Context: an optimization exercise on an open-source flow, tuned for small area, a short achievable clock period and few clock cycles per item. The choices shown serve that exercise and are no tape-out recipe. Where RTL was checked, it was by simulation tests only, not by an equivalence proof against the original. For runs 1 to 4, only the layout was checked, not whether the RTL still works. Power and IR drop assume default switching activity.

## config.mk

```make
export PLATFORM = sky130hd
export DESIGN_NAME = harp_clockdec
export DESIGN_NICKNAME = harp_clockdec
export VERILOG_FILES = /design/flow/design.v
export SDC_FILE = /design/flow/constraint.sdc
export NUM_CORES = 4
export LEC_CHECK = 0
export ABC_CLOCK_PERIOD_IN_PS = 4000
export CAP_MARGIN = 20
export CORE_MARGIN = 2
export CORE_UTILIZATION = 40
export SETUP_SLACK_MARGIN = 5.0
export SLEW_MARGIN = 20
```

## constraint.sdc

```tcl
create_clock -name core_clock -period 10.0 [get_ports {clk}]
set_input_delay 2.0000 -clock core_clock [delete_from_list [all_inputs] [get_ports {clk}]]
set_output_delay 2.0000 -clock core_clock [all_outputs]
set_load 0.01 [all_outputs]
```

## design.v

```verilog
module harp_clockdec (
    input  wire        clk,
    input  wire        rst,               
    input  wire [23:0] cfg_sample_rate,   
    input  wire [15:0] cfg_baud,          
    input  wire        in_valid,
    output wire        in_ready,
    input  wire [31:0] in_time,           
    input  wire        in_state,          
    output wire        out_valid,
    output wire [31:0] out_local,         
    output wire [31:0] out_value,         
    output wire [1:0]  out_status         
);
    reg  [23:0] sr;
    reg  [15:0] baud;
    always @(posedge clk) begin
        sr   <= cfg_sample_rate;
        baud <= cfg_baud;
    end
    reg [8:0]  G;
    reg [4:0]  u;
    reg        rdy;
    reg        r0_v;
    reg [22:0] r0_d;         
    reg        r0_neg;       
    reg        r0_hnz;       
    reg        r0_hno;       
    reg        r0_hp;        
    reg        r0_lvl;       
    assign in_ready = rdy;
    wire accept = in_valid && rdy;
    reg        have_prev;
    reg [31:0] prev_time;
    wire [32:0] in_d = {1'b0, in_time} - {1'b0, prev_time};
    reg        prev_state;
    reg        in_range;
    wire [22:0] d_pos = r0_d;
    wire        neg   = r0_neg;
    wire        boundary = !neg && (r0_hnz || (d_pos > {1'b0, sr[23:1]}));
    wire [22:0] m      = d_pos ^ {23{neg}};
    wire [30:0] m_x    = {m, 8'd0};
    wire [22:0] m_l4   = u[4] ? {8'd0, m_x[30:16]} : m_x[22:0];
    wire [14:0] m_l3   = u[3] ? m_l4[22:8] : m_l4[14:0];
    wire [10:0] m_l2   = u[2] ? m_l3[14:4] : m_l3[10:0];
    wire [8:0]  m_l1   = u[1] ? m_l2[10:2] : m_l2[8:0];
    wire [7:0]  m_ext  = u[0] ? m_l1[8:1]  : m_l1[7:0];
    reg  [22:0] hi_mask;
    integer q;
    always @(*)
        for (q = 0; q < 23; q = q + 1)
            hi_mask[q] = (q >= u);
    wire        s0_ovf = neg ? (r0_hno || (d_pos == 23'd0))
                             : (|(m & hi_mask));
    reg        r1_iv, r1_bnd, r1_cls, r1_neg, r1_ovf, r1_lvl;
    reg [22:0] r1_m;
    reg [7:0]  r1_msh;
    reg        r1_t31;       
    reg  [16:0] y;           
    integer i;
    always @(*) begin
        y = 17'd0;
        for (i = 0; i < 9; i = i + 1)
            y = y + ({9'd0, r1_msh & {8{G[i]}}} << i);
    end
    wire [4:0]  y_ip = y[16:12];
    wire [11:0] y_f  = y[11:0];
    wire        amb  = (y_f[11:8] == 4'd5) || (y_f[11:8] == 4'd6) || (y_f[11:8] == 4'd7) ||
                       (y_f == 12'h800);
    wire        s1_slow = r1_iv && (r1_neg ? !r1_ovf : (r1_ovf || amb));
    reg        r2_iv, r2_bnd, r2_cls, r2_neg, r2_ovf, r2_lvl, r2_slow;
    reg [4:0]  r2_ip;
    reg        r2_rnd;       
    reg [2:0]  r2_tx;
    reg [22:0] r2_m;         
    wire [31:0] r2_time = {r2_tx, r2_rnd, r2_ip, r2_m};
    localparam [2:0] E_IDLE = 3'd0, E_INIT = 3'd1, E_DIV = 3'd2, E_RUN = 3'd3,
                     E_EVAL = 3'd4, E_READY = 3'd5, E_ZERO = 3'd6;
    reg [2:0]  e_st;
    reg [26:0] acc;
    reg [5:0]  e_n;          
    reg [5:0]  lo, hi, ej;   
    reg        n_bit;        
    wire       stall = r2_iv && r2_slow && (e_st != E_READY);
    wire       adv   = !stall;
    wire [6:0]  nj    = {ej, 1'b0} - 7'd1;                  
    wire        t_bit = r2_m[22];
    wire [5:0]  e_n1  = e_n - 6'd1;
    wire        n_nxt = (e_st == E_RUN && e_n1 < 6'd7) ? nj[e_n1[2:0]] : 1'b0;
    reg  [26:0] e_a;
    reg         e_bs, e_ba;   
    reg         e_z;          
    always @(*) begin
        e_ba = 1'b0;
        case (e_st)
            E_INIT:  begin e_a = {11'd0, baud}; e_bs = 1'b1; end
            E_DIV:   begin e_a = {26'd0, t_bit}; e_bs = !acc[26]; e_ba = acc[26]; end
            default: begin
                e_a = (r2_neg && e_z) ? (t_bit ? {9'd0, baud, 2'b0} : {10'd0, baud, 1'b0})
                                      : (t_bit ? {10'd0, baud, 1'b0} : 27'd0);
                e_bs = n_bit;
            end
        endcase
    end
    wire [26:0] acc2  = (e_st == E_INIT) ? 27'd0 : {acc[25:0], 1'b0};
    wire [26:0] e_b   = e_bs ? ~{3'd0, sr} : e_ba ? {3'd0, sr} : 27'd0;
    wire [26:0] e_sum = acc2 + e_a + e_b + {26'd0, e_bs};
    wire        e_neg = e_sum[26];
    wire        e_sat = (acc[26:24] != 3'b000) && (acc[26:24] != 3'b111);
    wire        a_zero = (acc == 27'd0);
    wire        e_ge   = (!acc[26] && !a_zero) || (a_zero && !ej[0]);
    wire [5:0]  lo_n   = e_ge ? ej : lo;
    wire [5:0]  hi_n   = e_ge ? hi : ej - 6'd1;
    wire [6:0]  mid_n  = {1'b0, lo_n} + {1'b0, hi_n} + 7'd1;
    wire [5:0]  lo_0   = r2_neg ? 6'd0 : r2_ovf ? 6'd16 : {1'b0, r2_ip};
    wire [5:0]  hi_0   = r2_neg ? 6'd1 : r2_ovf ? 6'd39 : {1'b0, r2_ip} + 6'd1;
    wire [6:0]  mid_0  = {1'b0, lo_0} + {1'b0, hi_0} + 7'd1;
    wire        e_done_now = (e_st == E_EVAL) && (lo_n == hi_n);
    reg [5:0]  bc_len;       
    reg        bc_fault;
    reg [31:0] bc_val;       
    wire [5:0]  k_w      = r2_slow ? lo : {1'b0, r2_ip};
    wire        k_c      = !r2_slow && r2_rnd;
    wire        go2      = r2_iv && adv;
    wire [5:0]  base_len = bc_len;
    wire [6:0]  end_len  = {1'b0, base_len} + {1'b0, k_w} + {6'd0, k_c};
    wire        wr       = go2 && !r2_neg;
    wire        base_fault_n = bc_fault || (r2_slow ? (lo != 6'd0) : r2_ovf);
    reg  [31:0] val_next;
    integer n;
    always @(*) begin
        for (n = 0; n < 32; n = n + 1) begin
            if (wr && ({1'b0, base_len} <= (1 + 10 * (n / 8) + (n % 8))) &&
                      (end_len > (1 + 10 * (n / 8) + (n % 8))))
                val_next[n] = r2_lvl;
            else
                val_next[n] = bc_val[n];
        end
    end
    reg [31:0] bc_local;     
    assign out_valid  = r2_bnd && r2_cls;
    assign out_local  = bc_local;
    assign out_status = bc_fault ? 2'd1 : (bc_len != 6'd39) ? 2'd2 : 2'd0;
    assign out_value  = (!bc_fault && bc_len == 6'd39) ? bc_val : 32'd0;
    wire pre      = (e_st == E_INIT) || (e_st == E_ZERO) || (e_st == E_DIV);
    wire pre_n    = (e_st == E_INIT) || (e_st == E_ZERO) || (e_st == E_DIV && !G[7]);
    wire c0       = r0_v && adv && (!pre || !r0_hp);   
    wire r0_v_n   = accept || (r0_v && !c0);
    wire s0_tok   = c0 && r0_hp;
    wire s0_bnd   = s0_tok && boundary;
    wire s0_cls   = s0_bnd && in_range;
    wire stall_n  = (adv ? s1_slow : (r2_iv && r2_slow)) &&
                    !((e_st == E_READY && !adv) || e_done_now);
    always @(posedge clk) begin
        if (rst) begin
            rdy        <= 1'b0;
            r0_v       <= 1'b0;
            have_prev  <= 1'b0;
            in_range   <= 1'b0;
            r1_iv <= 1'b0; r1_bnd <= 1'b0;
            r2_iv <= 1'b0; r2_bnd <= 1'b0;
            e_st       <= E_INIT;
            G          <= 9'd0;
            u          <= 5'd0;
        end else begin
            if (accept)
                r0_v <= 1'b1;
            else if (c0)
                r0_v <= 1'b0;
            if (accept)
                have_prev <= 1'b1;
            if (s0_bnd)
                in_range <= 1'b1;
            if (adv) begin
                r1_iv  <= s0_tok && !boundary;
                r1_bnd <= s0_bnd;
                r2_iv  <= r1_iv;
                r2_bnd <= r1_bnd;
            end
            rdy  <= pre_n ? !r0_v_n : !stall_n;
            case (e_st)
                E_INIT: begin
                    e_st <= e_neg ? E_DIV : E_ZERO;
                    e_n  <= 6'd16;
                end
                E_ZERO: begin
                    e_st <= E_DIV;
                    e_n  <= 6'd0;
                end
                E_DIV: begin
                    e_n <= e_n + 6'd1;
                    G   <= {G[7:0], !e_neg};
                    if (G[7]) begin
                        e_st <= E_IDLE;
                        u    <= (e_n < 6'd19) ? 5'd0 : e_n[4:0] - 5'd19;
                    end
                end
                E_IDLE: begin
                    e_n <= 6'd22;
                    if (r2_iv && r2_slow)
                        e_st <= E_RUN;
                end
                E_RUN: begin
                    e_n <= e_n - 6'd1;
                    if (e_n == 6'd0)
                        e_st <= E_EVAL;
                end
                E_EVAL: begin
                    e_n  <= 6'd22;
                    e_st <= (lo_n == hi_n) ? E_READY : E_RUN;
                end
                E_READY: begin
                    if (adv)
                        e_st <= E_IDLE;
                end
                default: e_st <= E_IDLE;
            endcase
        end
    end
    always @(posedge clk) begin
        if (accept) begin
            r0_d       <= in_d[22:0];
            r0_neg     <= in_d[32];
            r0_hnz     <= |in_d[31:23];
            r0_hno     <= ~&in_d[31:23];
            r0_hp      <= have_prev;
            r0_lvl     <= prev_state;
            prev_time  <= in_time;
            prev_state <= in_state;
        end
        if (adv) begin
            r1_cls <= s0_cls;
            r1_neg <= neg;
            r1_ovf <= s0_ovf;
            r1_m   <= boundary ? prev_time[22:0]  : m;
            r1_msh <= boundary ? prev_time[30:23] : m_ext;
            r1_t31 <= prev_time[31];
            r1_lvl <= r0_lvl;
            r2_cls  <= r1_cls; r2_neg <= r1_neg; r2_ovf <= r1_ovf; r2_lvl <= r1_lvl;
            r2_slow <= s1_slow;
            r2_tx   <= {r1_t31, r1_msh[7:6]};
            r2_rnd  <= r1_bnd ? r1_msh[5]   : y_f[11];
            r2_ip   <= r1_bnd ? r1_msh[4:0] : y_ip;
        end
        if (r2_bnd)
            bc_local <= r2_time;
        n_bit <= n_nxt;
        e_z   <= (e_st == E_RUN) && (e_n == 6'd1);
        case (e_st)
            E_INIT: begin
                acc  <= e_sum;
                r2_m <= 23'd0;
            end
            E_ZERO: begin
                acc  <= 27'd0;
                r2_m <= {baud, 7'd0};
            end
            E_DIV: begin
                acc  <= e_sum;
                r2_m <= {r2_m[21:0], 1'b0};
            end
            E_RUN: begin
                if (!e_sat)
                    acc <= e_sum;
                r2_m  <= {r2_m[21:0], r2_m[22]};
            end
            E_EVAL: begin
                acc   <= 27'd0;
                lo    <= lo_n;
                hi    <= hi_n;
                ej    <= mid_n[6:1];
            end
            default: begin
                acc   <= 27'd0;
                lo    <= lo_0;
                hi    <= hi_0;
                ej    <= mid_0[6:1];
                if (adv)
                    r2_m <= r1_m;
            end
        endcase
        if (r2_bnd)
            bc_fault <= 1'b0;
        else if (go2 && r2_neg)
            bc_fault <= base_fault_n;
        bc_val <= val_next;
        if (r2_bnd)
            bc_len <= 6'd0;
        else if (wr)
            bc_len <= (end_len > 7'd39) ? 6'd39 : end_len[5:0];
    end
endmodule
```

## run.sh

```bash
#!/bin/bash
# synth_recipe.tcl (not shown) runs the flow's synth.tcl, then flattens the netlist and writes it again
# the make line also repeats each setting of config.mk as NAME=value (left out here)
make -C /OpenROAD-flow-scripts/flow DESIGN_CONFIG=/design/flow/config.mk WORK_HOME=/design/flow/orfs CLKGATE_MAP_FILE= SYNTH_SCRIPT=/design/flow/synth_recipe.tcl finish
```

==> results of run 1 <==
-- area by class of cell --
type                    count  share of cell area, %
inverters                 175                  2.631
repair buffers            184                  6.956
clock buffers              57                  4.818
diodes                      1               0.009966
flip-flops and latches    323                  35.75
multi-input cells        1498                  45.68
clock inverters            14                 0.7225
well taps                 688                  3.428
-- how the worst max path moves through the flow --
stage | start | to | slack (ns) | cells past startpoint
global route | r1_msh[2] | rdy | 4.98 | 16
global placement | e_st[2] | acc[23] | 3.33 | 20
CTS | e_st[2] | acc[24] | 5.00 | 18
finish | in_time[10] | r0_hno | 5.10 | 11
floorplan | e_st[2] | acc[23] | 5.03 | 22
detailed placement | e_st[2] | acc[23] | 3.22 | 20
-- per-layer routing --
metal / part of all wire [%] / track usage (%) / vias to the layer above
li1: - / - / 7834
met1: 46 / 28.39 / 7961
met5: 0.023 / 0 / -
met3: 5.6 / 2.667 / 85
met2: 46 / 33.63 / 483
met4: 2.3 / 5.715 / 2
-- through the flow --
step                      power, mW  util [%]  cell area [µm²]  hold WS, ns
after floorplan               3.362         -            21350       0.4003
after global placement        3.891     44.48            23420       0.4047
after detailed placement      3.921     44.49            23430       0.4065
after CTS                     5.488     47.48            25000       0.4189
after global routing          5.853     47.68            25110       0.4208
final                         5.497     47.69            25110       0.4178
-- cells by family after synthesis --
logic type / synth area share (%)
simple gates: 13.93
flops: 41.97
xor+xnor: 4.138
buf+inv: 4.965
compound gates: 16.17
fa+ha+maj: 14.64
mux: 4.167
other cells: 0.01757
-- repair_timing --
action                     4_1_cts  5_1_grt
hold endpoints to repair         0        0
setup endpoints to repair       25       22
cloned                           2        0
pin swaps                        3        4
buffers inserted                16        3
gates resized for setup         21       22
-- state kept, by name, indices dropped and copies added (netlist names), 6 cells and up --
name,cells
lo,6
e_n,6
prev_time,32
r0_d,23
sr,24
hi,6
baud,16
bc_len,6
G,9
bc_local,32
acc,27
r1_m,23
r1_msh,8
ej,6
r2_m,23
bc_val,32
-- Yosys cell counts (all sizes together), types with 8 or more instances --
library cell and instances:
o21a 21, inv 174, mux2 23, nand2b 11, nor2 130, a22o 26
nand2 176, buf 9, dfxtp 74, o21bai 19, xor2 40, ha 141
mux2i 63, nor2b 49, clkbuf 97, a211oi 28, a21oi 120, a21o 44
xnor2 60, nor3 31, nor4 20, o22ai 10, a222oi 30, or3 12
and2 91, edfxtp 249, a31oi 11, o31ai 10, a2111oi 8, nand3 38
nand4 14, a221oi 14, fa 68, o21ai 88
-- power by group --
part	switching (mW)	internal (mW)
sequential	0.234	1.74
combinational	1.18	0.836
clock	0.585	0.924
total	2.00	3.50
==> flow_summary.json, run 1 <==
{
  "routed_wire_length_per_instance_um": 19.55,
  "critical_path.startpoint_type": "input pin",
  "cts.clk_slew.worst_paths_ns": 0.06,
  "grt_overflow_total": 0,
  "max_freq_mhz": 204.0,
  "synth_top_cell_area_share_pct": 35.03,
  "placedCellCount": 2847,
  "average_size_of_a_mapped_cell_um2": 10.17,
  "postRouteAntennaNets": 0,
  "period_share_pct": 49.01,
  "num_vias": 16370,
  "max_cap_violations": 0,
  "whs_path_depth": 0,
  "place_congestion": 0.9278,
  "relative_slew_slack_pct": 27.03,
  "post_synth_num_cell_types": 87,
  "most_common_cell_after_layout_fill_and_taps_aside": "sky130_fd_sc_hd__edfxtp_1",
  "synth_flop_cell": "sky130_fd_sc_hd__edfxtp_1",
  "fin_worst_skew_ns": 0.02137,
  "worst_hold_startpoint": "r2_tx[1]",
  "status": "timing/DRC/antenna clean",
  "num_rows": 84,
  "crit_fanout": 7,
  "timing.final.setup_violations": 0,
  "worst_setup_ep_type": "flop",
  "clockRootBuffer": "sky130_fd_sc_hd__clkbuf_16",
  "vias_per_cell": 5.566,
  "pin_count_of_the_biggest_net_entering_global_routing": 64,
  "htreeDepth": 2,
  "first_global_vias": 16180,
  "yosysSeqAreaShare_pct": 41.97,
  "setup_tns_ns": 0,
  "die_h_um": 235.0,
  "post-route-drc-count": 0,
  "drtIter0Drc": 1269,
  "worst_slew_pin_slew_ns": 1.092,
  "dp_hpwl_um": 42330,
  "path_class": "in -> reg",
  "synth-async-reset-ratio_pct": 0,
  "drt_pass1_iterations": 8,
  "min_path_type": "reg -> reg",
  "reg2regPathDepth": 15,
  "hold_viol": 0,
  "worst_r2r_startpoint": "r1_msh[3]",
  "vdd_ir_drop_max_mv": 0.1318,
  "clock-sinks": 323,
  "synthesis.yosys.warnings": 1,
  "grt_setup_unrepaired": "yes",
  "postSynthNetCount": 2385,
  "die_width_um": 235.0,
  "crit_arrival_ns": 5.20,
  "nets": 2506,
  "min_delay_worst_endpoint": "bc_local[30]",
  "synth_area_leaders": "sky130_fd_sc_hd__edfxtp_1 (35%), sky130_fd_sc_hd__ha_1 (8.3%), sky130_fd_sc_hd__dfxtp_1 (6.9%)",
  "clock_path_buffers": 3,
  "path_delay_family": "compound AO/OA/AOI/OAI gates",
  "io_pins": 144,
  "commonest_cells_after_routing_fill_and_taps_aside": "sky130_fd_sc_hd__edfxtp_1 (249), sky130_fd_sc_hd__nand2_1 (175), sky130_fd_sc_hd__inv_1 (171)",
  "syn-cell-area_um2": 21350,
  "synth_largest_area_cell": "sky130_fd_sc_hd__edfxtp_1",
  "worstPathRequired_ns": 10.29,
  "p_per_area_nw_per_um2": 218.9,
  "instances_no_fill": 2940,
  "detail_route.wirelength_um": 57470,
  "cts-hold-fix-buffers": 0,
  "initial_core_utilization_pct": 40.54,
  "synth_enable_flop_cells": 249,
  "design.die.area_um2": 55230,
  "regToRegEndpoint": "rdy",
  "period_needed_ns": 4.901,
  "synth_seq_cells": 323,
  "global_route_wire_length_before_repair_um": 90650,
  "cts_tree": "done",
  "antenna_violations_before_repair": 1,
  "synthesis.instances": 2100,
  "critical_path.max_stage_delay_ns": 0.43,
  "dp_worst_setup_slack_ns": 3.216,
  "critical_path_buf_inv_count": 1,
  "numCtsBuffers": 39,
  "critical_path.most_common_cell": "sky130_fd_sc_hd__a211oi_1",
  "floorplan.core_area_um2": 52660,
  "globalRouteTotalUtil_pct": 20.48,
  "multi_input_area_um2": 11470,
  "timing.final.max_slew_violations": 0,
  "cell_chain_critical_path": "clkdlybuf4s50_1 -> ha_1 -> a21o_1 -> a221o_1 -> a2111o_1 -> o22ai_1 -> a211oi_1 -> a211oi_1 -> xor2_1 -> nor4_1 -> nand4b_1",
  "worst_path_slowest_cell": "sky130_fd_sc_hd__clkdlybuf4s50_1",
  "area.growth.synth_to_final_pct": 17.63,
  "cellLeakagePower_nw": 10.53,
  "clk_latency_ns": 0.57,
  "seq_area_um2": 8977,
  "buffer_ports.inserted": 143,
  "num-fill-cells": 4748,
  "final_layout_size_suffix_gt1_share_pct": 8.352,
  "setup.reg_to_reg.worst_slack_ns": 5.17,
  "setup_ws_ns": 5.099
}
==> inputs of run 2 (changes only) <==
--- a/config.mk
+++ b/config.mk
@@ -9,5 +9,5 @@
 export CAP_MARGIN = 20
 export CORE_MARGIN = 2
-export CORE_UTILIZATION = 40
+export CORE_UTILIZATION = 55
 export SETUP_SLACK_MARGIN = 5.0
 export SLEW_MARGIN = 20
==> run 2 against run 1 <==
Compared with the run above:
- still clean
- routed wire length is 3.3% higher
- total power is 1.3% lower
- clock-buffer cell count is 1 lower
- setup slack better by 0.022 ns
- clock skew is 0.0046 ns higher
- synthesized cell count stayed put
- combinational power is 2% higher
- hold slack worse by 0.0034 ns
- synthesized area stayed put
- die area is 27% lower
- sequential share of layout area is 0.32 points higher
- first-iteration DRC count is 13% higher
- critical endpoint unchanged
==> flow_summary.json, run 2 <==
{
  "regToRegEndpoint": "r2_ip[3]",
  "synth_flop_cell": "sky130_fd_sc_hd__edfxtp_1",
  "synth_compound_gate_area_share_pct": 16.17,
  "dp_hpwl_um": 44140,
  "antenna_violations_before_repair": 0,
  "setup_tns_ns": 0,
  "clock_path_buffers": 3,
  "synth.mux.area_fraction_pct": 4.167,
  "postSynthNetCount": 2385,
  "num-fill-cells": 3180,
  "yosysSeqAreaShare_pct": 41.97,
  "synthesis.yosys.warnings": 1,
  "crit_arrival_ns": 5.16,
  "grt_setup_unrepaired": "yes",
  "status": "timing/DRC/antenna clean",
  "synth_seq_cells": 323,
  "vias_per_cell": 6.042,
  "period_share_pct": 48.79,
  "clock-sinks": 323,
  "setup.reg_to_reg.worst_slack_ns": 5.16,
  "seq_area_um2": 8975,
  "clk_latency_ns": 0.56,
  "yosys.area_share.adder_pct": 14.64,
  "timing.final.max_slew_violations": 0,
  "reg2regPathDepth": 15,
  "worst_slew_pin_slew_ns": 1.063,
  "vdd_ir_drop_max_mv": 0.2102,
  "detail_route.wirelength_um": 59380,
  "average_size_of_a_mapped_cell_um2": 10.17,
  "cts-hold-fix-buffers": 0,
  "buffer_ports.inserted": 143,
  "global_route_wire_length_before_repair_um": 91850,
  "io_pins": 144,
  "floorplan.core_area_um2": 38470,
  "p_per_area_nw_per_um2": 218.2,
  "globalRouteTotalUtil_pct": 29.04,
  "die_h_um": 201.0,
  "place_congestion": 0.9281,
  "worst_hold_slack_across_all_endpoints_ns": 0.4144,
  "numCtsBuffers": 37,
  "dp_worst_setup_slack_ns": 3.347,
  "routed_wire_length_per_instance_um": 21.44,
  "pin_count_of_the_biggest_net_entering_global_routing": 64,
  "worstPathRequired_ns": 10.28,
  "cp-endpoint": "r0_hno",
  "postRouteAntennaNets": 0,
  "most_common_cell_after_layout_fill_and_taps_aside": "sky130_fd_sc_hd__edfxtp_1",
  "fin_worst_skew_ns": 0.02597,
  "path_class": "in -> reg",
  "setup_ws_ns": 5.121,
  "layout_top_registers": "bc_local (32), bc_val (32), prev_time (32)",
  "grt_overflow_total": 0,
  "critical_path.most_common_cell": "sky130_fd_sc_hd__a221o_1",
  "synth_most_common_cell": "sky130_fd_sc_hd__edfxtp_1",
  "die_width_um": 201.0,
  "worst_setup_ep_type": "flop",
  "worst_path_slowest_cell": "sky130_fd_sc_hd__clkdlybuf4s50_1",
  "relative_slew_slack_pct": 29.01,
  "crit_fanout": 7,
  "cts.clk_slew.worst_paths_ns": 0.06,
  "synth-async-reset-ratio_pct": 0,
  "num_vias": 16740,
  "multi_input_area_um2": 11540,
  "critical_path.startpoint": "in_time[10]",
  "synth_top_family_by_area": "compound AO/OA/AOI/OAI gates",
  "synthesis.instances": 2100,
  "clockRootBuffer": "sky130_fd_sc_hd__clkbuf_16",
  "synth_xor_area_share_pct": 4.138,
  "critical_path.startpoint_type": "input pin",
  "synth_area_leaders": "sky130_fd_sc_hd__edfxtp_1 (35%), sky130_fd_sc_hd__ha_1 (8.3%), sky130_fd_sc_hd__dfxtp_1 (6.9%)",
  "min_path_type": "reg -> reg",
  "initial_core_utilization_pct": 55.49,
  "critical_path.max_stage_delay_ns": 0.43,
  "design.die.area_um2": 40410,
  "max_freq_mhz": 205.0,
  "syn-cell-area_um2": 21350,
  "drt_pass1_iterations": 8,
  "cts_tree": "done",
  "n_antenna_cell": 0,
  "commonest_cells_after_routing_fill_and_taps_aside": "sky130_fd_sc_hd__edfxtp_1 (249), sky130_fd_sc_hd__nand2_1 (175), sky130_fd_sc_hd__inv_1 (170)",
  "finalPower_mw": 5.427,
  "post-route-drc-count": 0,
  "timing.final.setup_violations": 0,
  "cellLeakagePower_nw": 10.53,
  "post_synth_num_cell_types": 87,
  "hold_viol": 0,
  "max_cap_violations": 0,
  "first_global_vias": 16420,
  "nets": 2508,
  "synth_largest_area_cell": "sky130_fd_sc_hd__edfxtp_1",
  "area.growth.synth_to_final_pct": 16.54,
  "period_needed_ns": 4.879,
  "worst_r2r_startpoint": "r1_msh[4]",
  "final_layout_size_suffix_gt1_share_pct": 8.615,
  "cell_chain_critical_path": "clkdlybuf4s50_1 -> ha_1 -> a21o_1 -> a221o_1 -> a2111o_1 -> o221a_4 -> o31ai_4 -> o21ai_2 -> a221o_1 -> xnor2_2 -> nand4b_1",
  "synth_top_cell_area_share_pct": 35.03,
  "drtIter0Drc": 1430,
  "htreeDepth": 2,
  "synth_enable_flop_cells": 249,
  "synth_commonest_cells": "sky130_fd_sc_hd__edfxtp_1 (249), sky130_fd_sc_hd__nand2_1 (176), sky130_fd_sc_hd__inv_1 (171)",
  "num_rows": 72,
  "synth_simple_gate_area_share_pct": 13.93
}
==> run 2: cell types whose count changed in the layout (fill, tap and decap cells not counted), moves of 2 or more <==
cell,delta
sky130_fd_sc_hd__nor2_4,+3
sky130_fd_sc_hd__nand3_1,-2
sky130_fd_sc_hd__a21oi_2,+2
sky130_fd_sc_hd__bufinv_16,-2
sky130_fd_sc_hd__clkinv_2,+3
sky130_fd_sc_hd__clkinvlp_4,-3
sky130_fd_sc_hd__clkinv_8,-2
sky130_fd_sc_hd__clkinv_1,+2
sky130_fd_sc_hd__buf_6,+3
sky130_fd_sc_hd__a21oi_1,-2
==> run 2: routing by layer <==
metal	up-vias	routed length [µm]	global-route usage [%]
li1	7850	-	-
met1	8079	24810	38.42
met2	693	28360	48.62
met3	115	4087	3.929
met4	0	2127	11.24
met5	-	0	0
==> run 2: layout make-up <==
| type | count | area share, % |
|---|---|---|
| Timing Repair Buffer | 187 | 7.197 |
| Clock buffer | 56 | 4.723 |
| Sequential cell | 323 | 36.08 |
| Multi-Input combinational cell | 1499 | 46.39 |
| Clock inverter | 12 | 0.3671 |
| Inverter | 175 | 2.645 |
| Tap cell | 518 | 2.605 |
==> run 2: what timing repair did <==
action	CTS	global route
cloned	1	3
pin swaps	3	10
resized for setup	21	37
setup endpoints to repair	30	53
setup buffers	19	3
==> run 2: critical path: cells and delay by family <==
kind | cells | cell delay, ns
XOR/XNOR | 1 | 0.16
AO/OA/AOI/OAI | 7 | 1.99
buffers and inverters | 1 | 0.43
adder cells (fa/ha/maj) | 1 | 0.41
AND/OR/NAND/NOR | 1 | 0.17
==> run 2: worst min-delay path by stage <==
stage	startpoint	end	slack [ns]	depth (start not counted)
floorplan	r2_tx[0]	bc_local[29]	0.40	0
global placement	r2_tx[2]	bc_local[31]	0.40	0
detailed placement	r1_t31	r2_tx[2]	0.41	0
CTS	r2_tx[0]	bc_local[29]	0.42	0
global route	r2_tx[0]	bc_local[29]	0.43	0
finish	r2_tx[0]	bc_local[29]	0.41	0
==> run 2: per-stage QoR <==
step	utilization (%)	cells	area, µm²
after floorplan	-	2100	21350
after CTS	64.11	2763	24660
after detailed placement	60.31	2675	23200
after global placement	60.31	2675	23200
after global routing	64.67	2770	24880
final	64.67	2770	24880
==> run 2: report_power, final <==
part | internal [mW] | switching, mW
registers | 1.74 | 0.233
logic | 0.844 | 1.22
clock network | 0.841 | 0.552
==> run 2: cells by family (layout without fill, tap and decap cells) <==
| kind of cell | Yosys count | in the layout |
|---|---|---|
| compound gates | 496 | 496 |
| xor+xnor | 100 | 100 |
| fa+ha+maj | 209 | 209 |
| buf+inv | 281 | 430 |
| flops | 323 | 323 |
| mux | 86 | 86 |
| other cells | 1 | 1 |
| simple gates | 604 | 607 |
==> inputs of run 3 (changes only) <==
--- a/design.v
+++ b/design.v
@@ -80,5 +80,8 @@
     reg [26:0] acc;
     reg [5:0]  e_n;          
-    reg [5:0]  lo, hi, ej;   
+    reg [5:0]  cur;
+    reg [4:0]  w;            
+    wire [6:0] ej_s  = {1'b0, cur} + {2'd0, w};
+    wire [5:0] ej    = (ej_s > 7'd39) ? 6'd39 : ej_s[5:0];
     reg        n_bit;        
     wire       stall = r2_iv && r2_slow && (e_st != E_READY);
@@ -110,15 +113,11 @@
     wire        a_zero = (acc == 27'd0);
     wire        e_ge   = (!acc[26] && !a_zero) || (a_zero && !ej[0]);
-    wire [5:0]  lo_n   = e_ge ? ej : lo;
-    wire [5:0]  hi_n   = e_ge ? hi : ej - 6'd1;
-    wire [6:0]  mid_n  = {1'b0, lo_n} + {1'b0, hi_n} + 7'd1;
-    wire [5:0]  lo_0   = r2_neg ? 6'd0 : r2_ovf ? 6'd16 : {1'b0, r2_ip};
-    wire [5:0]  hi_0   = r2_neg ? 6'd1 : r2_ovf ? 6'd39 : {1'b0, r2_ip} + 6'd1;
-    wire [6:0]  mid_0  = {1'b0, lo_0} + {1'b0, hi_0} + 7'd1;
-    wire        e_done_now = (e_st == E_EVAL) && (lo_n == hi_n);
+    wire [5:0]  cur_0  = r2_neg ? 6'd0 : r2_ovf ? 6'd16 : {1'b0, r2_ip};
+    wire [4:0]  w_0    = (r2_ovf && !r2_neg) ? 5'b10000 : 5'b00001;
+    wire        e_done_now = (e_st == E_EVAL) && w[0];
     reg [5:0]  bc_len;       
     reg        bc_fault;
     reg [31:0] bc_val;       
-    wire [5:0]  k_w      = r2_slow ? lo : {1'b0, r2_ip};
+    wire [5:0]  k_w      = r2_slow ? cur : {1'b0, r2_ip};
     wire        k_c      = !r2_slow && r2_rnd;
     wire        go2      = r2_iv && adv;
@@ -126,5 +125,5 @@
     wire [6:0]  end_len  = {1'b0, base_len} + {1'b0, k_w} + {6'd0, k_c};
     wire        wr       = go2 && !r2_neg;
-    wire        base_fault_n = bc_fault || (r2_slow ? (lo != 6'd0) : r2_ovf);
+    wire        base_fault_n = bc_fault || (r2_slow ? (cur != 6'd0) : r2_ovf);
     reg  [31:0] val_next;
     integer n;
@@ -208,5 +207,5 @@
                 E_EVAL: begin
                     e_n  <= 6'd22;
-                    e_st <= (lo_n == hi_n) ? E_READY : E_RUN;
+                    e_st <= w[0] ? E_READY : E_RUN;
                 end
                 E_READY: begin
@@ -267,13 +266,12 @@
             E_EVAL: begin
                 acc   <= 27'd0;
-                lo    <= lo_n;
-                hi    <= hi_n;
-                ej    <= mid_n[6:1];
+                if (e_ge)
+                    cur <= ej;
+                w     <= {1'b0, w[4:1]};
             end
             default: begin
                 acc   <= 27'd0;
-                lo    <= lo_0;
-                hi    <= hi_0;
-                ej    <= mid_0[6:1];
+                cur   <= cur_0;
+                w     <= w_0;
                 if (adv)
                     r2_m <= r1_m;
--- a/config.mk
+++ b/config.mk
@@ -9,5 +9,5 @@
 export CAP_MARGIN = 20
 export CORE_MARGIN = 2
-export CORE_UTILIZATION = 55
+export CORE_UTILIZATION = 40
 export SETUP_SLACK_MARGIN = 5.0
 export SLEW_MARGIN = 20
==> run 3 against run 2 <==
Compared with the run above:
- sequential power about the same
- clock power hardly changed
- critical path depth unchanged
- highest routed layer unchanged
- register-to-register slack lost 0.08 ns
- still clean
- hold slack improved by 0.0036 ns
- largest cell class unchanged
- routed wire length shrank 1.0%
- critical path type unchanged
- critical endpoint unchanged
- total power is 3.3% higher
- cell area fell by 0.56%
==> flow_summary.json, run 3 <==
{
  "htreeDepth": 2,
  "io_pins": 144,
  "post_synth_num_cell_types": 81,
  "worstPathRequired_ns": 10.30,
  "post-route-cell-area_um2": 24740,
  "commonest_cells_after_routing_fill_and_taps_aside": "sky130_fd_sc_hd__edfxtp_1 (242), sky130_fd_sc_hd__nand2_1 (182), sky130_fd_sc_hd__inv_1 (157)",
  "clock-sinks": 316,
  "most_common_cell_after_layout_fill_and_taps_aside": "sky130_fd_sc_hd__edfxtp_1",
  "min_path_type": "reg -> reg",
  "path_class": "in -> reg",
  "crit_arrival_ns": 5.28,
  "area.growth.synth_to_final_pct": 18.88,
  "timing.final.max_slew_violations": 0,
  "worst_hold_slack_across_all_endpoints_ns": 0.4180,
  "multi_input_area_um2": 11390,
  "die_h_um": 232.1,
  "critical_path.startpoint_type": "input pin",
  "synth_seq_cells": 316,
  "cellLeakagePower_nw": 9.952,
  "die_width_um": 232.1,
  "setup_ws_ns": 5.014,
  "synth_most_common_cell": "sky130_fd_sc_hd__edfxtp_1",
  "clock_path_buffers": 3,
  "nets": 2484,
  "setup_tns_ns": 0,
  "clk_latency_ns": 0.57,
  "relative_slew_slack_pct": 32.70,
  "average_size_of_a_mapped_cell_um2": 10.00,
  "synth_top_cell_area_share_pct": 34.92,
  "worst_setup_ep_type": "flop",
  "detail_route.wirelength_um": 58770,
  "p_sw_mw": 2.153,
  "p_per_area_nw_per_um2": 226.7,
  "floorplan.core_area_um2": 51410,
  "pwr-share-seq_pct": 34.6,
  "max_cap_violations": 0,
  "switching_share_pct": 38.39,
  "synthesis.yosys.warnings": 1,
  "first_global_vias": 15910,
  "vdd_ir_drop_max_mv": 0.1276,
  "synth_flop_cell": "sky130_fd_sc_hd__edfxtp_1",
  "numCtsBuffers": 39,
  "worst_slew_pin_slew_ns": 1.001,
  "grt_setup_unrepaired": "yes",
  "final_layout_size_suffix_gt1_share_pct": 10.24,
  "status": "timing/DRC/antenna clean",
  "grt_overflow_total": 0,
  "internal_power_mw": 3.454,
  "finalPower_mw": 5.607,
  "fin_worst_skew_ns": 0.02174,
  "dp_worst_setup_slack_ns": 4.068,
  "clockRootBuffer": "sky130_fd_sc_hd__clkbuf_16",
  "share_clk_of_total_power_pct": 25.1,
  "num_rows": 83,
  "num-fill-cells": 4684,
  "design.die.area_um2": 53860,
  "dp_hpwl_um": 43760,
  "period_needed_ns": 4.986,
  "postSynthNetCount": 2358,
  "instances_no_fill": 2917,
  "place_congestion": 0.9577,
  "global_route_wire_length_before_repair_um": 90530,
  "synth_largest_area_cell": "sky130_fd_sc_hd__edfxtp_1",
  "timing.final.setup_violations": 0,
  "synth_commonest_cells": "sky130_fd_sc_hd__edfxtp_1 (242), sky130_fd_sc_hd__nand2_1 (184), sky130_fd_sc_hd__inv_1 (160)",
  "crit_fanout": 5,
  "comb_power_share_pct": 40.3,
  "synth_area_leaders": "sky130_fd_sc_hd__edfxtp_1 (35%), sky130_fd_sc_hd__ha_1 (8.1%), sky130_fd_sc_hd__dfxtp_1 (7.1%)",
  "max_freq_mhz": 200.6,
  "cts_tree": "done",
  "synthesis.instances": 2080,
  "placedCellCount": 2812,
  "seq_area_um2": 8772,
  "buffer_ports.inserted": 143,
  "cts-hold-fix-buffers": 0,
  "initial_core_utilization_pct": 40.48,
  "postRouteAntennaNets": 0,
  "synth_enable_flop_cells": 242,
  "synth-async-reset-ratio_pct": 0,
  "antenna_violations_before_repair": 0,
  "hold_viol": 0,
  "cts.clk_slew.worst_paths_ns": 0.05,
  "post-route-drc-count": 0,
  "globalRouteTotalUtil_pct": 21.65,
  "syn-cell-area_um2": 20810,
  "drt_pass1_iterations": 8,
  "util_after_layout_pct": 48.12,
  "layout_top_registers": "bc_local (32), bc_val (32), prev_time (32)",
  "n_antenna_cell": 0,
  "period_share_pct": 49.86,
  "pin_count_of_the_biggest_net_entering_global_routing": 64,
  "vias_per_cell": 5.601,
  "num_vias": 16340,
  "routed_wire_length_per_instance_um": 20.15,
  "place_area_um2": 22820,
  "yosysSeqAreaShare_pct": 42.04,
  "drtIter0Drc": 1284
}
[run 3: cell count changes in the layout (fill, tap and decap cells not counted), moves of 9 or more]
cell | previous run | this run
sky130_fd_sc_hd__a21o_1 | 43 | 32
sky130_fd_sc_hd__nor2b_1 | 48 | 19
sky130_fd_sc_hd__a222oi_1 | 30 | 14
sky130_fd_sc_hd__o21ai_0 | 81 | 107
sky130_fd_sc_hd__ha_1 | 139 | 122
sky130_fd_sc_hd__a211oi_1 | 28 | 19
sky130_fd_sc_hd__a22oi_1 | 7 | 39
sky130_fd_sc_hd__and2_1 | 87 | 109
sky130_fd_sc_hd__inv_1 | 170 | 157
sky130_fd_sc_hd__mux2i_1 | 63 | 25
sky130_fd_sc_hd__nand2b_1 | 10 | 20
sky130_fd_sc_hd__a22o_1 | 26 | 10
[run 3: cell type report]
class	count	area share (%)
clock buffer	56	4.623
clock inverter	16	0.5463
inverter	165	2.504
multi-input combinational	1492	46.06
sequential	316	35.46
tap	680	3.439
timing repair buffer	192	7.369
[run 3: worst paths after layout]
path	from	endpoint	slack, ns	depth (start not counted)
worst min-delay path	r2_tx[0]	bc_local[29]	0.42	0
worst max register to register	r1_msh[5]	rdy	5.08	18
worst min register to register	r2_tx[0]	bc_local[29]	0.42	0
worst max-delay path	in_time[4]	r0_hno	5.01	11
[run 3: power by group through the flow]
stage / sequential [mW] / clock [mW] / combinational (mW)
CTS: 1.94 / 1.45 / 2.20
global route: 1.96 / 1.50 / 2.52
global placement: 1.96 / 0 / 2.12
detailed placement: 1.96 / 0 / 2.14
finish: 1.94 / 1.41 / 2.26
floorplan: 1.82 / 0 / 1.66
[run 3: timing repair]
| item | CTS | global route |
|---|---|---|
| buffers inserted | 19 | 13 |
| pin swaps | 18 | 37 |
| setup endpoints to repair | 25 | 49 |
| cloned | 1 | 0 |
| resized for setup | 47 | 51 |
[run 3: kinds of logic (layout without fill, tap and decap cells)]
logic type | Yosys count | in the layout | share of synthesized area [%]
AND/OR/NAND/NOR | 627 | 627 | 14.95
AO/OA/AOI/OAI | 512 | 513 | 16.66
flip-flops | 316 | 316 | 42.04
buffers and inverters | 273 | 429 | 5.015
adder cells (fa/ha/maj) | 203 | 203 | 14.61
XOR/XNOR | 99 | 99 | 4.167
multiplexers | 50 | 50 | 2.555
[run 3: worst max-delay path: stages]
cell and delay [ns]:
sky130_fd_sc_hd__clkdlybuf4s50_1 0.53, sky130_fd_sc_hd__ha_4 0.24, sky130_fd_sc_hd__a2111o_1 0.45, sky130_fd_sc_hd__o211ai_1 0.22, sky130_fd_sc_hd__buf_4 0.17, sky130_fd_sc_hd__a31oi_4 0.10
sky130_fd_sc_hd__a221o_2 0.41, sky130_fd_sc_hd__a311oi_2 0.29, sky130_fd_sc_hd__a211oi_1 0.09, sky130_fd_sc_hd__or4_1 0.46, sky130_fd_sc_hd__or3_1 0.32
[run 3: metal layers]
| metal | global-route usage (%) | wire length, µm | up-vias |
|---|---|---|---|
| li1 | - | - | 7788 |
| met1 | 29.11 | 25990 | 7893 |
| met2 | 36.03 | 27750 | 550 |
| met3 | 3.193 | 3258 | 106 |
| met4 | 6.571 | 1782 | 0 |
| met5 | 0 | 0 | - |
==> inputs of run 4 (changes only) <==
--- a/config.mk
+++ b/config.mk
@@ -10,4 +10,6 @@
 export CORE_MARGIN = 2
 export CORE_UTILIZATION = 40
+export CTS_CLUSTER_DIAMETER = 120
+export CTS_CLUSTER_SIZE = 24
 export SETUP_SLACK_MARGIN = 5.0
 export SLEW_MARGIN = 20
==> run 4 against run 3 <==
Compared with the run above:
- fmax up 0.65%
- clock skew up 0.010 ns
- final cell count down 1.5%
- critical path depth up 2
- clock power down 44%
- hold slack better by 0.012 ns
- synthesized cell count unchanged
- critical endpoint unchanged
- largest power group unchanged
- critical path type unchanged
- cell area down 3.1%
- first-iteration DRC count down 9.8%
==> flow_summary.json, run 4 <==
{
  "status": "timing/DRC/antenna clean",
  "die_h_um": 232.1,
  "pwr-share-seq_pct": 38.8,
  "cellLeakagePower_nw": 9.564,
  "clockRootBuffer": "sky130_fd_sc_hd__clkbuf_16",
  "floorplan.core_area_um2": 51410,
  "p_per_area_nw_per_um2": 208.3,
  "comb_power_share_pct": 45.5,
  "yosys.area_share.adder_pct": 14.61,
  "nets": 2461,
  "instances_no_fill": 2874,
  "synth-async-reset-ratio_pct": 0,
  "clock-sinks": 316,
  "synth_compound_gate_area_share_pct": 16.66,
  "globalRouteTotalUtil_pct": 21.30,
  "synth.mux.area_fraction_pct": 2.555,
  "most_common_cell_after_layout_fill_and_taps_aside": "sky130_fd_sc_hd__edfxtp_1",
  "period_needed_ns": 4.953,
  "worst_slew_pin_slew_ns": 1.009,
  "internal_power_mw": 2.957,
  "first_global_vias": 15740,
  "postSynthNetCount": 2358,
  "average_size_of_a_mapped_cell_um2": 10.00,
  "timing.final.max_slew_violations": 0,
  "max_cap_violations": 0,
  "post-route-drc-count": 0,
  "synth_top_family_by_area": "compound AO/OA/AOI/OAI gates",
  "setup_tns_ns": 0,
  "cts.clk_slew.worst_paths_ns": 0.10,
  "synth_top_cell_area_share_pct": 34.92,
  "num_vias": 16170,
  "p_sw_mw": 2.034,
  "cts-hold-fix-buffers": 0,
  "final_layout_size_suffix_gt1_share_pct": 8.569,
  "vdd_ir_drop_max_mv": 0.1338,
  "layout_top_registers": "bc_local (32), bc_val (32), prev_time (32)",
  "antenna_violations_before_repair": 0,
  "max_freq_mhz": 201.9,
  "synth_flop_cell": "sky130_fd_sc_hd__edfxtp_1",
  "synth_area_leaders": "sky130_fd_sc_hd__edfxtp_1 (35%), sky130_fd_sc_hd__ha_1 (8.1%), sky130_fd_sc_hd__dfxtp_1 (7.1%)",
  "htreeDepth": 1,
  "place_congestion": 0.9577,
  "io_pins": 144,
  "timing.final.setup_violations": 0,
  "num_rows": 83,
  "clk_latency_ns": 0.56,
  "synth_most_common_cell": "sky130_fd_sc_hd__edfxtp_1",
  "post-route-cell-area_um2": 23960,
  "vias_per_cell": 5.625,
  "die_width_um": 232.1,
  "critical_path.startpoint_type": "input pin",
  "synth_simple_gate_area_share_pct": 14.95,
  "buffer_ports.inserted": 143,
  "worst_path_slowest_cell": "sky130_fd_sc_hd__clkdlybuf4s50_1",
  "drtIter0Drc": 1158,
  "design.die.area_um2": 53860,
  "routed_wire_length_per_instance_um": 20.23,
  "commonest_cells_after_routing_fill_and_taps_aside": "sky130_fd_sc_hd__edfxtp_1 (242), sky130_fd_sc_hd__nand2_1 (183), sky130_fd_sc_hd__inv_1 (159)",
  "share_clk_of_total_power_pct": 15.8,
  "path_class": "in -> reg",
  "critical_path.most_common_cell": "sky130_fd_sc_hd__buf_4",
  "critical_path.max_stage_delay_ns": 0.54,
  "postRouteAntennaNets": 0,
  "dp_hpwl_um": 43760,
  "worstPathRequired_ns": 10.29,
  "n_antenna_cell": 0,
  "hold_viol": 0,
  "clock_path_buffers": 3,
  "fin_worst_skew_ns": 0.03216,
  "crit_fanout": 6,
  "synth_enable_flop_cells": 242,
  "min_path_type": "reg -> reg",
  "detail_route.wirelength_um": 58140,
  "cts_tree": "done",
  "synthesis.instances": 2080,
  "period_share_pct": 49.53,
  "synth_seq_cells": 316,
  "global_route_wire_length_before_repair_um": 89530,
  "numCtsBuffers": 17,
  "synth_xor_area_share_pct": 4.167,
  "pin_count_of_the_biggest_net_entering_global_routing": 64,
  "relative_slew_slack_pct": 32.12,
  "synthesis.yosys.warnings": 1,
  "grt_overflow_total": 0,
  "placedCellCount": 2812,
  "worst_setup_ep_type": "flop",
  "initial_core_utilization_pct": 40.48,
  "cell_chain_critical_path": "clkdlybuf4s50_1 -> ha_4 -> a2111o_1 -> o211ai_1 -> buf_4 -> a31oi_4 -> a221o_2 -> buf_4 -> buf_4 -> a21o_2 -> a21oi_1 -> xnor2_1 -> or3_1",
  "synth_largest_area_cell": "sky130_fd_sc_hd__edfxtp_1",
  "grt_setup_unrepaired": "yes",
  "post_synth_num_cell_types": 81,
  "drt_pass1_iterations": 8,
  "synth_commonest_cells": "sky130_fd_sc_hd__edfxtp_1 (242), sky130_fd_sc_hd__nand2_1 (184), sky130_fd_sc_hd__inv_1 (160)",
  "place_area_um2": 22820,
  "area.growth.synth_to_final_pct": 15.16,
  "syn-cell-area_um2": 20810,
  "crit_arrival_ns": 5.24,
  "switching_share_pct": 40.75,
  "yosysSeqAreaShare_pct": 42.04
}
==> run 4: cell counts after synthesis <==
Identical to the previous run, type by type.
==> run 4: per-stage QoR <==
step	util (%)	setup WS [ns]	total power [mW]	hold WS [ns]
6_report	46.62	5.047	4.991	0.4300
2_1_floorplan	-	5.003	3.479	0.4003
5_1_grt	46.62	4.917	5.347	0.4422
3_5_place_dp	44.39	4.068	4.099	0.4054
3_3_place_gp	44.39	4.176	4.077	0.4028
4_1_cts	46.03	5.003	4.948	0.4302
==> run 4: path summary, 6_finish.rpt <==
path              startpoint      endpoint  slack [ns]  depth (start not counted)
setup / recovery  in_time[4]        r0_hno        5.05                         13
hold / removal      r2_tx[0]  bc_local[29]        0.43                          0
setup reg to reg   r1_msh[3]           rdy        5.06                         16
hold reg to reg     r2_tx[0]  bc_local[29]        0.43                          0
==> run 4: area by class of cell <==
| class | instances | area (µm²) |
|---|---|---|
| Fill cell | 4727 | 27440 |
| Multi-Input combinational cell | 1492 | 11410 |
| Sequential cell | 316 | 8771 |
| Timing Repair Buffer | 191 | 1812 |
| Tap cell | 680 | 850.8 |
| Inverter | 165 | 619.3 |
| Clock buffer | 26 | 469.2 |
| Clock inverter | 4 | 32.53 |
==> run 4: worst max-delay path, delay by kind of cell <==
kind | cells | cell delay (ns)
AOI/OAI and AO/OA | 6 | 1.50
buffers and inverters | 4 | 1.01
and+or+nand+nor | 1 | 0.38
adders and majority gates | 1 | 0.25
xor gates and xnor gates | 1 | 0.11
==> run 4: cell families (layout without fill, tap and decap cells) <==
kind of cell	after synthesis	in the layout
compound gates	512	513
mux	50	50
fa+ha+maj	203	203
xor+xnor	99	99
flops	316	316
buf+inv	273	386
simple gates	627	627
==> run 4: power groups by stage <==
| stage | sequential [mW] | combinational (mW) | clock, mW |
|---|---|---|---|
| finish | 1.93 | 2.27 | 0.787 |
| floorplan | 1.82 | 1.66 | 0 |
| global route | 1.96 | 2.53 | 0.856 |
| detailed placement | 1.96 | 2.14 | 0 |
| global placement | 1.96 | 2.12 | 0 |
| CTS | 1.93 | 2.20 | 0.818 |
==> run 4: routing by layer <==
| layer | up-vias | GRT usage, % | routed length (µm) |
|---|---|---|---|
| met5 | - | 0 | 0 |
| met4 | 0 | 5.529 | 1398 |
| met3 | 86 | 2.272 | 3071 |
| met2 | 534 | 36.18 | 27850 |
| met1 | 7830 | 28.95 | 25810 |
| li1 | 7716 | - | - |
==> run 4: repair_timing <==
action                                  in CTS  in global routing
endpoints found under the setup margin      25                 40
resized for setup                           46                 51
cloned                                       1                  0
hold endpoints to repair                     0                  0
buffers inserted                            19                 12
pin swaps                                   18                 33
==> inputs of run 5 (changes only) <==
--- a/design.v
+++ b/design.v
@@ -23,8 +23,5 @@
     reg        rdy;
     reg        r0_v;
-    reg [22:0] r0_d;         
-    reg        r0_neg;       
-    reg        r0_hnz;       
-    reg        r0_hno;       
+    reg [32:0] r0_d;         
     reg        r0_hp;        
     reg        r0_lvl;       
@@ -36,6 +33,8 @@
     reg        prev_state;
     reg        in_range;
-    wire [22:0] d_pos = r0_d;
-    wire        neg   = r0_neg;
+    wire [22:0] d_pos = r0_d[22:0];
+    wire        neg   = r0_d[32];
+    wire        r0_hnz = |r0_d[31:23];       
+    wire        r0_hno = ~&r0_d[31:23];      
     wire        boundary = !neg && (r0_hnz || (d_pos > {1'b0, sr[23:1]}));
     wire [22:0] m      = d_pos ^ {23{neg}};
@@ -219,8 +218,5 @@
     always @(posedge clk) begin
         if (accept) begin
-            r0_d       <= in_d[22:0];
-            r0_neg     <= in_d[32];
-            r0_hnz     <= |in_d[31:23];
-            r0_hno     <= ~&in_d[31:23];
+            r0_d       <= in_d;
             r0_hp      <= have_prev;
             r0_lvl     <= prev_state;
--- a/config.mk
+++ b/config.mk
@@ -10,6 +10,4 @@
 export CORE_MARGIN = 2
 export CORE_UTILIZATION = 40
-export CTS_CLUSTER_DIAMETER = 120
-export CTS_CLUSTER_SIZE = 24
 export SETUP_SLACK_MARGIN = 5.0
 export SLEW_MARGIN = 20
==> run 5 against run 4 <==
Compared with the run above:
- die area is 0.68% higher
- hold slack lost 0.013 ns
- synthesized cell count is 1.5% lower
- clock skew rose by 0.017 ns
- fmax increased by 1.9%
- routed wire length fell by 4.1%
- clock power grew 92%
- sequential share of layout area shrank 0.33 points
- clock-buffer cell count grew 29
- core utilization up 1.4 points
- global-route usage shrank 0.82 points
- register-to-register slack better by 0.08 ns
- critical path type is now reg -> reg
==> flow_summary.json, run 5 <==
{
  "status": "timing/DRC/antenna clean",
  "cts.clk_slew.worst_paths_ns": 0.06,
  "synthesis.yosys.warnings": 1,
  "synth_flop_cell": "sky130_fd_sc_hd__edfxtp_1",
  "placedCellCount": 2793,
  "setup_ws_ns": 5.137,
  "postSynthNetCount": 2327,
  "numCtsBuffers": 40,
  "place_congestion": 0.9380,
  "most_common_cell_after_layout_fill_and_taps_aside": "sky130_fd_sc_hd__edfxtp_1",
  "worst_hold_startpoint": "r2_tx[1]",
  "commonest_cells_after_routing_fill_and_taps_aside": "sky130_fd_sc_hd__edfxtp_1 (249), sky130_fd_sc_hd__inv_1 (181), sky130_fd_sc_hd__nand2_1 (151)",
  "worst_setup_ep_type": "flop",
  "design.die.area_um2": 54230,
  "setup.reg_to_reg.worst_slack_ns": 5.14,
  "min_path_type": "reg -> reg",
  "p_per_area_nw_per_um2": 232.4,
  "clock-sinks": 323,
  "largest_register_ff_count": 33,
  "worstPathRequired_ns": 10.46,
  "synth_simple_gate_area_share_pct": 14.16,
  "first_global_vias": 15510,
  "clk_latency_ns": 0.60,
  "drtIter0Drc": 1452,
  "path_class": "reg -> reg",
  "yosysSeqAreaShare_pct": 42.76,
  "cts_tree": "done",
  "timing.final.max_slew_violations": 0,
  "period_needed_ns": 4.863,
  "finalPower_mw": 5.749,
  "antenna_violations_before_repair": 2,
  "whs_path_depth": 0,
  "final_layout_size_suffix_gt1_share_pct": 8.284,
  "grt_overflow_total": 0,
  "period_share_pct": 48.63,
  "synth-async-reset-ratio_pct": 0,
  "synthesis.instances": 2049,
  "worst_r2r_startpoint": "r1_msh[3]",
  "crit_arrival_ns": 5.32,
  "worst_slew_pin_slew_ns": 1.076,
  "synth_most_common_cell": "sky130_fd_sc_hd__edfxtp_1",
  "post_synth_num_cell_types": 81,
  "synth_top_family_by_area": "compound AO/OA/AOI/OAI gates",
  "cellLeakagePower_nw": 10.27,
  "vdd_ir_drop_max_mv": 0.1614,
  "synth.mux.area_fraction_pct": 3.888,
  "synth_largest_area_cell": "sky130_fd_sc_hd__edfxtp_1",
  "pin_count_of_the_biggest_net_entering_global_routing": 71,
  "nets": 2455,
  "die_h_um": 232.9,
  "regMostFlops": "r0_d",
  "synth_xor_area_share_pct": 3.637,
  "clock_path_buffers": 3,
  "worst_hold_slack_across_all_endpoints_ns": 0.4170,
  "syn-cell-area_um2": 20950,
  "routed_wire_length_per_instance_um": 19.29,
  "globalRouteTotalUtil_pct": 20.47,
  "dp_worst_setup_slack_ns": 3.216,
  "buffer_ports.inserted": 143,
  "synth_enable_flop_cells": 249,
  "synth_top_cell_area_share_pct": 35.69,
  "reg2regPathDepth": 16,
  "drt_pass1_iterations": 9,
  "critical_path.startpoint_type": "flop",
  "grt_setup_unrepaired": "yes",
  "relative_slew_slack_pct": 27.65,
  "detail_route.wirelength_um": 55750,
  "global_route_wire_length_before_repair_um": 86730,
  "synth_compound_gate_area_share_pct": 15.80,
  "regToRegEndpoint": "rdy",
  "synth_seq_cells": 323,
  "timing.final.setup_violations": 0,
  "initial_core_utilization_pct": 40.67,
  "clockRootBuffer": "sky130_fd_sc_hd__clkbuf_16",
  "max_cap_violations": 0,
  "setup_tns_ns": 0,
  "synth_commonest_cells": "sky130_fd_sc_hd__edfxtp_1 (249), sky130_fd_sc_hd__inv_1 (181), sky130_fd_sc_hd__nand2_1 (152)",
  "num_vias": 16040,
  "fin_worst_skew_ns": 0.04896,
  "dp_hpwl_um": 40920,
  "vias_per_cell": 5.549,
  "average_size_of_a_mapped_cell_um2": 10.23,
  "crit_fanout": 6,
  "postRouteAntennaNets": 0,
  "yosys.area_share.adder_pct": 14.57,
  "hold_viol": 0,
  "area.growth.synth_to_final_pct": 18.05,
  "max_freq_mhz": 205.6,
  "htreeDepth": 2,
  "io_pins": 144,
  "num_rows": 83,
  "synth_area_leaders": "sky130_fd_sc_hd__edfxtp_1 (36%), sky130_fd_sc_hd__ha_1 (8.1%), sky130_fd_sc_hd__dfxtp_1 (7.1%)",
  "floorplan.core_area_um2": 51510,
  "min_delay_worst_endpoint": "bc_local[30]",
  "post-route-drc-count": 0,
  "instances_no_fill": 2890,
  "die_width_um": 232.9
}
==> run 5: cell count changes after synthesis, moves of 16 or more <==
cell / previous run / this run
sky130_fd_sc_hd__a21oi_1: 121 / 105
sky130_fd_sc_hd__a222oi_1: 14 / 30
sky130_fd_sc_hd__a22o_1: 10 / 27
sky130_fd_sc_hd__a22oi_1: 39 / 8
sky130_fd_sc_hd__and2_1: 116 / 85
sky130_fd_sc_hd__clkbuf_1: 100 / 74
sky130_fd_sc_hd__inv_1: 160 / 181
sky130_fd_sc_hd__mux2i_1: 25 / 60
sky130_fd_sc_hd__nand2_1: 184 / 152
sky130_fd_sc_hd__nor2b_1: 19 / 46
sky130_fd_sc_hd__o21ai_0: 111 / 84
==> run 5: metal layers <==
metal  global-route usage [%]  vias up  part of all wire, %  wire length, µm
met5                        0        -                    0                0
met2                    33.14      552                   46            25650
li1                         -     7670                    -                -
met3                    3.885       91                  7.3             4078
met1                    27.83     7725                   44            24520
met4                    6.031        0                  2.7             1505
==> run 5: repair_timing <==
action	in CTS	in global routing
pin swaps	2	10
buffers inserted	13	6
hold buffers	0	0
gates resized for setup	19	23
cloned	2	1
setup endpoints to repair	62	42
==> run 5: how the worst max path moves through the flow <==
stage               from       end  slack [ns]  cells past startpoint
2_1_floorplan  r1_msh[5]  r2_ip[3]        5.30                     18
3_3_place_gp     e_st[1]   acc[24]        3.41                     16
3_5_place_dp     e_st[1]   acc[25]        3.22                     18
4_1_cts        r1_msh[2]       rdy        5.02                     17
5_1_grt        r1_msh[3]  r2_ip[4]        4.91                     19
6_report       r1_msh[3]       rdy        5.14                     16
==> run 5: power by group <==
part	switching [mW]	internal, mW
logic	1.34	0.929
clock network	0.618	0.891
registers	0.219	1.75
==> run 5: logic make-up after synthesis <==
family,after synthesis
AO/OA/AOI/OAI,476
flip-flops,323
adder cells (fa/ha/maj),204
AND/OR/NAND/NOR,600
multiplexers,78
XOR/XNOR,87
buffers and inverters,281
==> run 5: stage by stage <==
stage          instance area (µm²)  util (%)
2_1_floorplan                20950         -
3_3_place_gp                 23000     44.66
3_5_place_dp                 23000     44.66
4_1_cts                      24600     47.76
5_1_grt                      24730     48.01
6_report                     24730     48.02
==> run 5: critical path, stage by stage, from the launching register on <==
cell                       delay, ns
sky130_fd_sc_hd__edfxtp_1       0.53
sky130_fd_sc_hd__and2_1         0.25
sky130_fd_sc_hd__fa_1           0.54
sky130_fd_sc_hd__fa_1           0.45
sky130_fd_sc_hd__fa_1           0.53
sky130_fd_sc_hd__fa_1           0.49
sky130_fd_sc_hd__ha_1           0.37
sky130_fd_sc_hd__a21oi_2        0.23
sky130_fd_sc_hd__and2_1         0.17
sky130_fd_sc_hd__o21ai_0        0.09
sky130_fd_sc_hd__o31ai_1        0.10
sky130_fd_sc_hd__a21oi_1        0.13
sky130_fd_sc_hd__o41ai_1        0.38
sky130_fd_sc_hd__a31oi_1        0.08
sky130_fd_sc_hd__buf_4          0.16
sky130_fd_sc_hd__o21ai_0        0.17
sky130_fd_sc_hd__a211oi_1       0.09
==> run 5: cell type report <==
type	instances	area, µm²
tap	680	850.8
antenna	1	2.502
timing repair buffer	179	1742
clock inverter	19	240.2
inverter	185	694.4
fill	4729	26780
clock buffer	55	1171
sequential	323	8971
multi-input combinational	1448	11060
Testbench counts of run 5, summed over its fixed seeds: cycles 7,663, transitions 7,479.
==> inputs of run 6 (changes only) <==
--- a/config.mk
+++ b/config.mk
@@ -9,5 +9,8 @@
 export CAP_MARGIN = 20
 export CORE_MARGIN = 2
-export CORE_UTILIZATION = 40
+export CORE_UTILIZATION = 55
+export CTS_CLUSTER_DIAMETER = 120
+export CTS_CLUSTER_SIZE = 24
+export PLACE_DENSITY = 0.7
 export SETUP_SLACK_MARGIN = 5.0
 export SLEW_MARGIN = 20
==> run 6 against run 5 <==
Compared with the run above:
- synthesized area is the same
- sequential power about the same
- hold slack improved by 0.0042 ns
- still clean
- synthesized cell count is the same
- non-clock buffer count is 10 higher
- critical endpoint unchanged
- largest cell class unchanged
- clock skew down 0.027 ns
- clock-buffer cell count is 27 lower
- highest routed layer unchanged
==> flow_summary.json, run 6 <==
{
  "status": "timing/DRC/antenna clean",
  "timing.final.max_slew_violations": 0,
  "setup_tns_ns": 0,
  "path_delay_family": "adder cells",
  "synth_xor_area_share_pct": 3.637,
  "worst_setup_ep_type": "flop",
  "yosysSeqAreaShare_pct": 42.76,
  "cts.clk_slew.worst_paths_ns": 0.10,
  "hold_viol": 0,
  "worstPathRequired_ns": 10.43,
  "yosys.area_share.adder_pct": 14.57,
  "largest_register_ff_count": 33,
  "cts_tree": "done",
  "most_common_cell_after_layout_fill_and_taps_aside": "sky130_fd_sc_hd__edfxtp_1",
  "floorplan.core_area_um2": 37580,
  "syn-cell-area_um2": 20950,
  "initial_core_utilization_pct": 55.76,
  "critical_path.startpoint_type": "flop",
  "vdd_ir_drop_max_mv": 0.1332,
  "average_size_of_a_mapped_cell_um2": 10.23,
  "timing.final.setup_violations": 0,
  "cellLeakagePower_nw": 9.887,
  "num_vias": 16220,
  "synth_seq_cells": 323,
  "htreeDepth": 1,
  "regMostFlops": "r0_d",
  "synth_area_leaders": "sky130_fd_sc_hd__edfxtp_1 (36%), sky130_fd_sc_hd__ha_1 (8.1%), sky130_fd_sc_hd__dfxtp_1 (7.1%)",
  "synth_flop_cell": "sky130_fd_sc_hd__edfxtp_1",
  "p_sw_mw": 2.021,
  "finalPower_mw": 5.039,
  "die_width_um": 199.2,
  "synth_top_cell_area_share_pct": 35.69,
  "path_class": "reg -> reg",
  "postRouteAntennaNets": 0,
  "max_freq_mhz": 205.8,
  "cell_chain_critical_path": "buf_4 -> and2_1 -> fa_1 -> inv_1 -> fa_1 -> inv_2 -> fa_1 -> ha_1 -> ha_2 -> fa_2 -> a21oi_4 -> o21bai_1 -> a21o_1 -> a21oi_4 -> xnor2_2 -> o41ai_2 -> a31oi_2 -> o21ai_2 -> a211oi_2",
  "drt_pass1_iterations": 8,
  "num_rows": 71,
  "n_antenna_cell": 0,
  "worst_path_slowest_cell": "sky130_fd_sc_hd__fa_1",
  "setup_ws_ns": 5.142,
  "post-route-drc-count": 0,
  "clk_latency_ns": 0.54,
  "final_layout_size_suffix_gt1_share_pct": 7.041,
  "synth_simple_gate_area_share_pct": 14.16,
  "design.die.area_um2": 39670,
  "routed_wire_length_per_instance_um": 20.67,
  "critical_path_buf_inv_count": 3,
  "postSynthNetCount": 2327,
  "place_congestion": 0.9586,
  "area.growth.synth_to_final_pct": 13.21,
  "die_h_um": 199.2,
  "clockRootBuffer": "sky130_fd_sc_hd__clkbuf_16",
  "synth_most_common_cell": "sky130_fd_sc_hd__edfxtp_1",
  "pin_count_of_the_biggest_net_entering_global_routing": 66,
  "synth_top_family_by_area": "compound AO/OA/AOI/OAI gates",
  "clock_path_buffers": 3,
  "relative_slew_slack_pct": 32.96,
  "comb_power_share_pct": 45.3,
  "pwr-share-seq_pct": 39.1,
  "p_per_area_nw_per_um2": 212.4,
  "critical_path.most_common_cell": "sky130_fd_sc_hd__fa_1",
  "crit_arrival_ns": 5.29,
  "fin_worst_skew_ns": 0.02165,
  "commonest_cells_after_routing_fill_and_taps_aside": "sky130_fd_sc_hd__edfxtp_1 (249), sky130_fd_sc_hd__inv_1 (179), sky130_fd_sc_hd__nand2_1 (151)",
  "critical_path.max_stage_delay_ns": 0.53,
  "period_needed_ns": 4.858,
  "synth_enable_flop_cells": 249,
  "switching_share_pct": 40.10,
  "dp_worst_setup_slack_ns": 3.506,
  "internal_power_mw": 3.018,
  "synth.mux.area_fraction_pct": 3.888,
  "max_cap_violations": 0,
  "synthesis.instances": 2049,
  "synth_largest_area_cell": "sky130_fd_sc_hd__edfxtp_1",
  "synth-async-reset-ratio_pct": 0,
  "synthesis.yosys.warnings": 1,
  "grt_setup_unrepaired": "no",
  "synth_compound_gate_area_share_pct": 15.80,
  "dp_hpwl_um": 41080,
  "vias_per_cell": 6.043,
  "detail_route.wirelength_um": 55490,
  "crit_fanout": 4,
  "drtIter0Drc": 1445,
  "share_clk_of_total_power_pct": 15.5,
  "numCtsBuffers": 17,
  "io_pins": 144,
  "buffer_ports.inserted": 143,
  "antenna_violations_before_repair": 0,
  "grt_overflow_total": 0,
  "clock-sinks": 323,
  "global_route_wire_length_before_repair_um": 86420,
  "first_global_vias": 15760,
  "period_share_pct": 48.58,
  "nets": 2441,
  "worst_slew_pin_slew_ns": 0.9966,
  "synth_commonest_cells": "sky130_fd_sc_hd__edfxtp_1 (249), sky130_fd_sc_hd__inv_1 (181), sky130_fd_sc_hd__nand2_1 (152)",
  "min_path_type": "reg -> reg",
  "globalRouteTotalUtil_pct": 28.05,
  "post_synth_num_cell_types": 81
}
[run 6: cell types whose count changed in the layout (fill, tap and decap cells not counted), sizes merged]
cell      change
clkinv       -11
inv           -3
clkbuf       -26
clkinvlp      -2
o22ai         -1
bufinv        -2
buf           +9
diode         -1
[run 6: stage by stage]
step	area [µm²]	instances	utilization (%)	hold WS, ns
2_1_floorplan	20950	2049	-	0.4003
3_3_place_gp	22830	2630	60.77	0.4002
3_5_place_dp	22830	2630	60.77	0.4045
4_1_cts	23500	2675	62.55	0.4200
5_1_grt	23720	2684	63.12	0.4331
6_report	23720	2684	63.12	0.4213
[run 6: final timing paths]
path	startpoint	endpoint	slack [ns]	cells after the start
setup / recovery	r1_msh[4]	rdy	5.14	19
hold / removal	r2_tx[0]	bc_local[29]	0.42	0
setup reg to reg	r1_msh[4]	rdy	5.14	19
hold reg to reg	r2_tx[0]	bc_local[29]	0.42	0
[run 6: metal layers]
layer	GRT usage, %	routed length (µm)	vias up
li1	-	-	7617
met1	37.59	23620	7919
met2	47.48	26600	589
met3	2.835	3314	95
met4	10.03	1947	0
met5	0	0	-
[run 6: cell families (layout without fill, tap and decap cells)]
family	Yosys count	in the layout
muxes	78	78
adders and majority gates	204	204
DFF	323	323
buffers and inverters	281	403
xor gates and xnor gates	87	87
and+or+nand+nor	600	602
AOI/OAI and AO/OA	476	476
[run 6: what timing repair did]
action                                  in CTS  in global routing
endpoints found under the setup margin      29                 14
gates cloned                                 2                  0
endpoints found under the hold margin        0                  0
resized for setup                           17                 35
buffers inserted                            14                  9
hold buffers                                 0                  0
pin swaps                                    3                 12
[run 6: final cells by class]
| cell class | count | area (µm²) |
|---|---|---|
| clock buffer | 28 | 488.0 |
| clock inverter | 1 | 11.26 |
| fill | 3060 | 13860 |
| inverter | 185 | 699.4 |
| multi-input combinational | 1447 | 11120 |
| sequential | 323 | 8970 |
| tap | 511 | 639.4 |
| timing repair buffer | 189 | 1795 |
[run 6: power by group through the flow]
stage	clock (mW)	sequential, mW	combinational [mW]
finish	0.783	1.97	2.28
global route	0.842	1.99	2.53
CTS	0.801	1.97	2.22
detailed placement	0	2.00	2.16
global placement	0	1.99	2.14
floorplan	0	1.86	1.71

[port drivers added, routing unchanged]
Ports are ideal in the flow. The routed layouts listed here were re-timed in OpenROAD.
Step 1 sets driving cells, clkbuf_16 on the clock port and buf_2 on the other inputs (assumed; they add their load-dependent delay and slew).
Step 2, shift: input delay + t, output delay - t, t = (earliest + latest rising clock arrival at the registers) / 2. This alone moves slack from input paths to output paths.
Slacks: ideal ports / drivers / drivers and shift; pairs: ideal ports / drivers.
run	t (ns)	slack for setup (ns)
run 1	0.611	5.099 / 5.131 / 4.520
run 2	0.597	5.121 / 5.151 / 4.554
run 3	0.609	5.014 / 5.038 / 4.429
run 4	0.597	5.047 / 5.065 / 4.474
run 5	0.631	5.137 / 5.137 / 4.676
run 6	0.585	5.142 / 5.142 / 4.629
After both steps setup and hold are still met in every run listed.
